What follows belongs to an exercise in optimizing a design on an open flow for small area, a short achievable clock period and few clock cycles; a production flow would make more cautious choices. RTL that was checked went through simulation tests only; none was proved equivalent to the original. No activity file was given, so power comes from the tool's default toggle rates.

==> flow/design.v (excerpt) <==
module dot_core (
    input  wire        clk,
    input  wire        rst,           
    input  wire        op_valid,
    output wire        op_ready,
    input  wire [4:0]  op,
    input  wire [7:0]  arg_x,         
    input  wire [7:0]  arg_y,         
    input  wire        arg_state,
    input  wire [7:0]  arg_width,
    input  wire [7:0]  arg_height,
    input  wire [7:0]  arg_rows,      
    input  wire [7:0]  arg_addr,
    input  wire [7:0]  arg_data,
    input  wire [15:0] arg_level,     
    input  wire [7:0]  arg_button,
    input  wire [15:0] arg_fps,
    output wire        done,
    output reg         refused,
    output wire [31:0] result,
    output wire [7:0]  spr_addr,
    input  wire [7:0]  spr_data,
    input  wire        in_left,
    input  wire        in_right,
    input  wire [31:0] now_ms,
    output reg         din,
    output reg         sclk,
    output reg         cs_n
);
    localparam [4:0] OP_CLEAR      = 5'h01;
    localparam [4:0] OP_FILL       = 5'h02;
    localparam [4:0] OP_SETPIXEL   = 5'h03;
    localparam [4:0] OP_GETPIXEL   = 5'h04;
    localparam [4:0] OP_DRAWSPRITE = 5'h05;
    localparam [4:0] OP_SENDCMD    = 5'h09;
    localparam [4:0] OP_BEGIN      = 5'h0A;
    localparam [4:0] OP_SHOW       = 5'h0B;
    localparam [4:0] OP_SETBRIGHT  = 5'h0C;
    localparam [4:0] OP_UPDATE     = 5'h10;
    localparam [4:0] OP_PRESSED    = 5'h11;
    localparam [4:0] OP_RELEASED   = 5'h12;
    localparam [4:0] OP_HELD       = 5'h13;
    localparam [4:0] OP_CHORD      = 5'h14;
    localparam [4:0] OP_HOLDTIME   = 5'h15;
    localparam [4:0] OP_WAITFRAME  = 5'h18;
    localparam [4:0] OP_FRAMECOUNT = 5'h19;
    localparam [7:0] INTENSITY_DEFAULT = 8'h08;
    function [15:0] sub16;
        input [15:0] a, b;
        reg [15:0] g, p;
        reg [16:0] c;
        reg [3:0] gg, gp;
        integer k, m;
        begin
            g = a & ~b;
            p = a ^ ~b;
            for (k = 0; k < 4; k = k + 1) begin
  ...
Size: roughly 2300 cells after synthesis, about 270 flip-flops, about 190 I/O pins, ~0.017 mm² of cells after synthesis.
==> flow/config.mk <==
export PLATFORM = sky130hd
export DESIGN_NAME = dot_core
export DESIGN_NICKNAME = dot_core
export VERILOG_FILES = /design/flow/design.v
export SDC_FILE = /design/flow/constraint.sdc
export NUM_CORES = 4
export LEC_CHECK = 0
export ABC_AREA = 1
export CAP_MARGIN = 20
export CORE_MARGIN = 2
export CORE_UTILIZATION = 65
export CTS_BUF_LIST = sky130_fd_sc_hd__clkbuf_16
export CTS_CLUSTER_DIAMETER = 80
export CTS_CLUSTER_SIZE = 30
export PLACE_DENSITY = 0.8
export SLEW_MARGIN = 60
==> flow/constraint.sdc <==
create_clock -name core_clock -period 30.0 [get_ports {clk}]
set_input_delay 6.0000 -clock core_clock [delete_from_list [all_inputs] [get_ports {clk}]]
set_output_delay 6.0000 -clock core_clock [all_outputs]
set_load 0.01 [all_outputs]
standard.sh (not shown) runs the stock make flow with config.mk's settings and CLKGATE_MAP_FILE= SYNTH_SCRIPT=/design/flow/synth_recipe.tcl, a recipe that flattens the netlist after the stock synthesis.
==> flow/flow/run.sh <==
#!/bin/bash
# The standard layout, with a plain buffer cell on every input and output
# port in place of the delay cell that buffer_ports picks by default.
set -euo pipefail
export BUFFER_PORTS_ARGS="-buffer_cell sky130_fd_sc_hd__buf_1"
bash standard.sh > standard.log 2>&1
The starting point finished with timing, DRC and antenna clean.
Testbench counts at the start, summed over its fixed seeds: cycles 109,762.
Edit:
- CORE_UTILIZATION: 65 -> 55
- CTS_CLUSTER_SIZE: 30 -> 24
- PLACE_DENSITY: 0.8 -> 0.7
- SLEW_MARGIN: 60 -> 75
=>
- The new run ran to the end with no violations
- non-clock buffer count came out higher by 22
- wire length grows by 2.7%
- power increases by 4.8%
- worst hold slack stays flat
Edit:
- CORE_UTILIZATION: 55 -> 60
- CTS_CLUSTER_SIZE: 24 -> 30
- PLACE_DENSITY: 0.7 -> 0.75
- SLEW_MARGIN: 75 -> 60
- flip-flop and latch count does not change
- cell count went down by 1.5%
- setup slack is worse by 0.16 ns
- register-to-register slack gets worse by 0.26 ns
- clock skew fell by 0.0036 ns
- power falls by 2.8%
- cell area goes down by 2.6%
- via count is lower by 0.76%
- routed wire length went down by 2.0%
- utilization rose by 4.2 points
- critical path depth is unchanged
Edit:
- CORE_UTILIZATION: 60 -> 65
- PLACE_DENSITY: 0.75 -> 0.8
- SLEW_MARGIN: 60 -> 70
Result: Total power went down by 1.9%. Worst setup slack is better by 0.11 ns. Register-to-register slack is better by 0.26 ns. Flip-flop and latch count does not change. Area after synthesis does not change. Die area drops by 7.5%. Count of clock-buffer cells in the layout is lower by 1. Design area stays flat.

========
dot_core, a different RTL version from the one above (not shown whole).
For scale: roughly 2300 cells after synthesis, ~270 flip-flops, ~17000 um2 of cells after synthesis.
## dot_core
module dot_core (
    input  wire        clk,
    input  wire        rst,           
    input  wire        op_valid,
    output wire        op_ready,
    input  wire [4:0]  op,
    input  wire [7:0]  arg_x,         
    input  wire [7:0]  arg_y,         
    input  wire        arg_state,
    input  wire [7:0]  arg_width,
    input  wire [7:0]  arg_height,
    input  wire [7:0]  arg_rows,      
    input  wire [7:0]  arg_addr,
    input  wire [7:0]  arg_data,
    input  wire [15:0] arg_level,     
    input  wire [7:0]  arg_button,
    input  wire [15:0] arg_fps,
    output wire        done,
    output reg         refused,
    output wire [31:0] result,
    output wire [7:0]  spr_addr,
    input  wire [7:0]  spr_data,
    input  wire        in_left,
    input  wire        in_right,
    input  wire [31:0] now_ms,
    output reg         din,
    output reg         sclk,
    output reg         cs_n
);
clock: 30.0 ns
lec_check: 0
abc_area: 1
cap_margin: 20
core_margin: 2
core_utilization: 55
cts_buf_list: sky130_fd_sc_hd__clkbuf_8
cts_cluster_size: 20
place_density: 0.7
slew_margin: 75
Scripts as last shown in full above: flow/flow/run.sh
The starting point produced a clean layout.
Testbench counts at the start, summed over its fixed seeds: cycles 110,563.
Next try:
Settings changed: CTS_BUF_LIST sky130_fd_sc_hd__clkbuf_8 to sky130_fd_sc_hd__clkbuf_16, CTS_CLUSTER_DIAMETER set to 80, CTS_CLUSTER_SIZE 20 to 24.
After rerunning: The new run ran to the end with no violations. Non-clock buffer count is unchanged. Cell area fell slightly. Area after synthesis is unchanged. Core utilization fell by 1.3 points. Clock skew fell by 0.018 ns. Worst setup slack loses 0.027 ns. Clock power fell by a quarter to a third. Total power fell by a little under a tenth. Worst hold slack gains 0.0045 ns. Synthesized cell count does not change. Cell count fell slightly.
Next try:
Settings changed: CORE_UTILIZATION 55 to 60, CTS_CLUSTER_SIZE 24 to 30, PLACE_DENSITY 0.7 to 0.75, SLEW_MARGIN 75 to 60.
=> Core utilization went up by 4.0 points. Total power went down by about 3%. Via count went up by about 0.4%. Final area went down by 3.0%. Sequential cell count stays the same. Non-clock buffer count went down by 27. Hold slack is better by 0.0045 ns. Die area went down by 8.2%.

========
== the reference run ==
RTL: one of the versions met above, not the one the previous note started from.
Size: roughly 270 flip-flops, roughly 190 I/O pins.
==> flow/config.mk <==
export PLATFORM = sky130hd
export DESIGN_NAME = dot_core
export DESIGN_NICKNAME = dot_core
export VERILOG_FILES = /design/flow/design.v
export SDC_FILE = /design/flow/constraint.sdc
export NUM_CORES = 4
export LEC_CHECK = 0
export ABC_AREA = 1
export CAP_MARGIN = 20
export CORE_MARGIN = 2
export CORE_UTILIZATION = 60
export CTS_BUF_LIST = sky130_fd_sc_hd__clkbuf_16
export CTS_CLUSTER_DIAMETER = 80
export CTS_CLUSTER_SIZE = 30
export PLACE_DENSITY = 0.75
export SLEW_MARGIN = 70
==> flow/constraint.sdc <==
create_clock -name core_clock -period 30.0 [get_ports {clk}]
set_input_delay 6.0000 -clock core_clock [delete_from_list [all_inputs] [get_ports {clk}]]
set_output_delay 6.0000 -clock core_clock [all_outputs]
set_load 0.01 [all_outputs]
Scripts as last shown in full above: flow/flow/run.sh
The reference run completed; timing, DRC and antenna clean
Testbench counts of the reference run, summed over its fixed seeds: cycles 109,762.
[inputs] the trial run vs the reference run
# the reference run
export LEC_CHECK = 0
export ABC_AREA = 1
export CAP_MARGIN = 20
export CORE_MARGIN = 2
export CORE_UTILIZATION = 60
export CTS_BUF_LIST = sky130_fd_sc_hd__clkbuf_16
export CTS_CLUSTER_DIAMETER = 80
export CTS_CLUSTER_SIZE = 30
export PLACE_DENSITY = 0.75
export SLEW_MARGIN = 70
create_clock -name core_clock -period 30.0 [get_ports {clk}]
# the trial run
export LEC_CHECK = 0
export ABC_AREA = 1
export CAP_MARGIN = 20
export CORE_MARGIN = 2
export CORE_UTILIZATION = 60
export CTS_BUF_LIST = sky130_fd_sc_hd__clkbuf_16
export CTS_CLUSTER_DIAMETER = 80
export CTS_CLUSTER_SIZE = 30
export PLACE_DENSITY = 0.75
export SLEW_MARGIN = 45
create_clock -name core_clock -period 30.0 [get_ports {clk}]
==> comparison <==
The trial run completed end to end with timing, DRC and antenna clean.
Compare the trial run and the reference run | clock network fraction of total power higher: the reference run
Cell area after layout: the trial run < the reference run
Compared with the reference run, in the trial run setup slack now smaller; post-route setup TNS comparable.

========
== JK ==
Another version of the RTL of dot_core (not shown whole).
For scale: roughly 2200 cells after synthesis, ~270 flip-flops, ~190 I/O pins, roughly 16000 sq um of cells after synthesis.
clock: 30.0 ns
lec_check: 0
abc_area: 1
cap_margin: 50
core_margin: 2
core_utilization: 55
cts_buf_list: sky130_fd_sc_hd__clkbuf_8
cts_cluster_size: 20
place_density: 0.7
slew_margin: 50
Scripts as last shown in full above: flow/flow/run.sh
## Diff of input files: MS against JK
Settings: SLEW_MARGIN now 75, was 50; CAP_MARGIN now 20, was 50.
Findings:
Summary of MS over JK: power density relative to cell area went down, number of global-route vias before repair shows an increase of about 3.2%, routed via count divided by cell count decreased about 1.2%.
Function was not checked in any run of this note: the RTL went through the layout flow alone.

========
## before
Another version of the RTL of dot_core (not shown whole).
Size in the first run: about 2,300 cells after synthesis, roughly 190 I/O pins.
export LEC_CHECK = 0
export ABC_AREA = 1
export CAP_MARGIN = 20
export CORE_MARGIN = 2
export CORE_UTILIZATION = 40
export SLEW_MARGIN = 20
create_clock -name core_clock -period 30.0 [get_ports {clk}]
==> flow/flow/run.sh <==
#!/bin/bash
# The standard layout, with plain buffer cells on the ports (see
# ports.tcl) in place of the delay cell that buffer_ports picks by default.
set -euo pipefail
export DONT_BUFFER_PORTS=1
export PRE_GLOBAL_PLACE_TCL="$(pwd)/flow/ports.tcl"
bash standard.sh > standard.log 2>&1
==> flow/flow/ports.tcl <==
# Port buffers: a buf_4 on every input, a buf_1 on every output.
buffer_ports -inputs -buffer_cell sky130_fd_sc_hd__buf_4
buffer_ports -outputs -buffer_cell sky130_fd_sc_hd__buf_1
Relative to before, the following input files were edited for after:
==> flow/flow/run.sh <==
#!/bin/bash
# The standard layout, with a plain buffer cell on every input and output
# port in place of the delay cell that buffer_ports picks by default.
set -euo pipefail
export BUFFER_PORTS_ARGS="-buffer_cell sky130_fd_sc_hd__buf_2"
bash standard.sh > standard.log 2>&1
removed: flow/flow/ports.tcl
## What came out
after reports a lower setup slack than before does. Between before and after, number of iterations in the first detailed-routing pass is higher for after, before comes in under that. Of before and after, the run reporting the lower wire length of the first global-routing pass was before. In the route summary, after ends up with a via count exceeding that of before. Synthesis-to-finish area growth on after is up relative to before. Measured against after, the largest net degree at the start of global routing of before comes out at 1.7 times the reference value. Compared with before, after instantiates a larger number of standard cells.
No run of this note included a check of the RTL's function; only the layout flow was run.

## static timing again, ports no longer ideal
How much do the figures lean on ideal ports? The routed layouts below were timed once more, with nothing changed but the port constraints. Step 1, drivers: a clkbuf_16 drives clk and a buf_2 each remaining input, both assumed. Step 2 adds t to the input delays and takes it off the output delays; t is the mean of the earliest and latest rising clock arrival at the registers after step 1. Input paths then give back, and output paths get back, about the clock's delay inside the block. a / b / c = ideal ports / drivers / drivers and shift; a / b = the first two.
run | t, ns | slack for setup (ns) | hold slack, ns | slew violations | capacitance violations
the first run of note 1 | 0.555 | 22.459 / 22.485 / 21.930 | 0.470 / 0.470 / 0.470 | 0 / 0 | 0 / 0
the second run of note 1 | 0.574 | 22.606 / 22.637 / 22.063 | 0.468 / 0.468 / 0.468 | 0 / 0 | 0 / 0
the third run of note 1 | 0.565 | 22.450 / 22.487 / 21.922 | 0.467 / 0.467 / 0.467 | 0 / 0 | 0 / 0
the fourth run of note 1 | 0.548 | 22.556 / 22.580 / 22.032 | 0.470 / 0.470 / 0.470 | 0 / 0 | 0 / 0
the first run of note 2 | 0.627 | 22.604 / 22.595 / 22.009 | 0.465 / 0.465 / 0.465 | 0 / 0 | 0 / 0
the second run of note 2 | 0.577 | 22.577 / 22.610 / 22.033 | 0.470 / 0.470 / 0.470 | 0 / 0 | 0 / 0
the third run of note 2 | 0.571 | 22.505 / 22.535 / 21.965 | 0.474 / 0.474 / 0.474 | 0 / 0 | 0 / 0
the reference run | 0.575 | 22.601 / 22.610 / 22.060 | 0.476 / 0.476 / 0.476 | 0 / 0 | 0 / 0
the trial run | 0.567 | 22.280 / 22.311 / 21.745 | 0.477 / 0.477 / 0.477 | 0 / 0 | 0 / 0
JK | 0.612 | 22.143 / 22.170 / 21.558 | 0.455 / 0.455 / 0.455 | 0 / 0 | 0 / 0
MS | 0.621 | 22.371 / 22.320 / 21.990 | 0.452 / 0.452 / 0.452 | 0 / 0 | 0 / 0
before | 0.587 | 22.064 / 21.718 / 21.130 | 0.453 / 0.453 / 0.453 | 0 / 77 | 0 / 1
after | 0.596 | 22.015 / 22.040 / 21.444 | 0.460 / 0.460 / 0.460 | 0 / 0 | 0 / 0
After both steps every run listed still meets setup and hold. The drivers bring new slew violations in before. The drivers bring new capacitance violations in before. For before, which loses most, drivers alone change the setup slack by -0.346 ns; drivers and shift together by -0.934 ns.
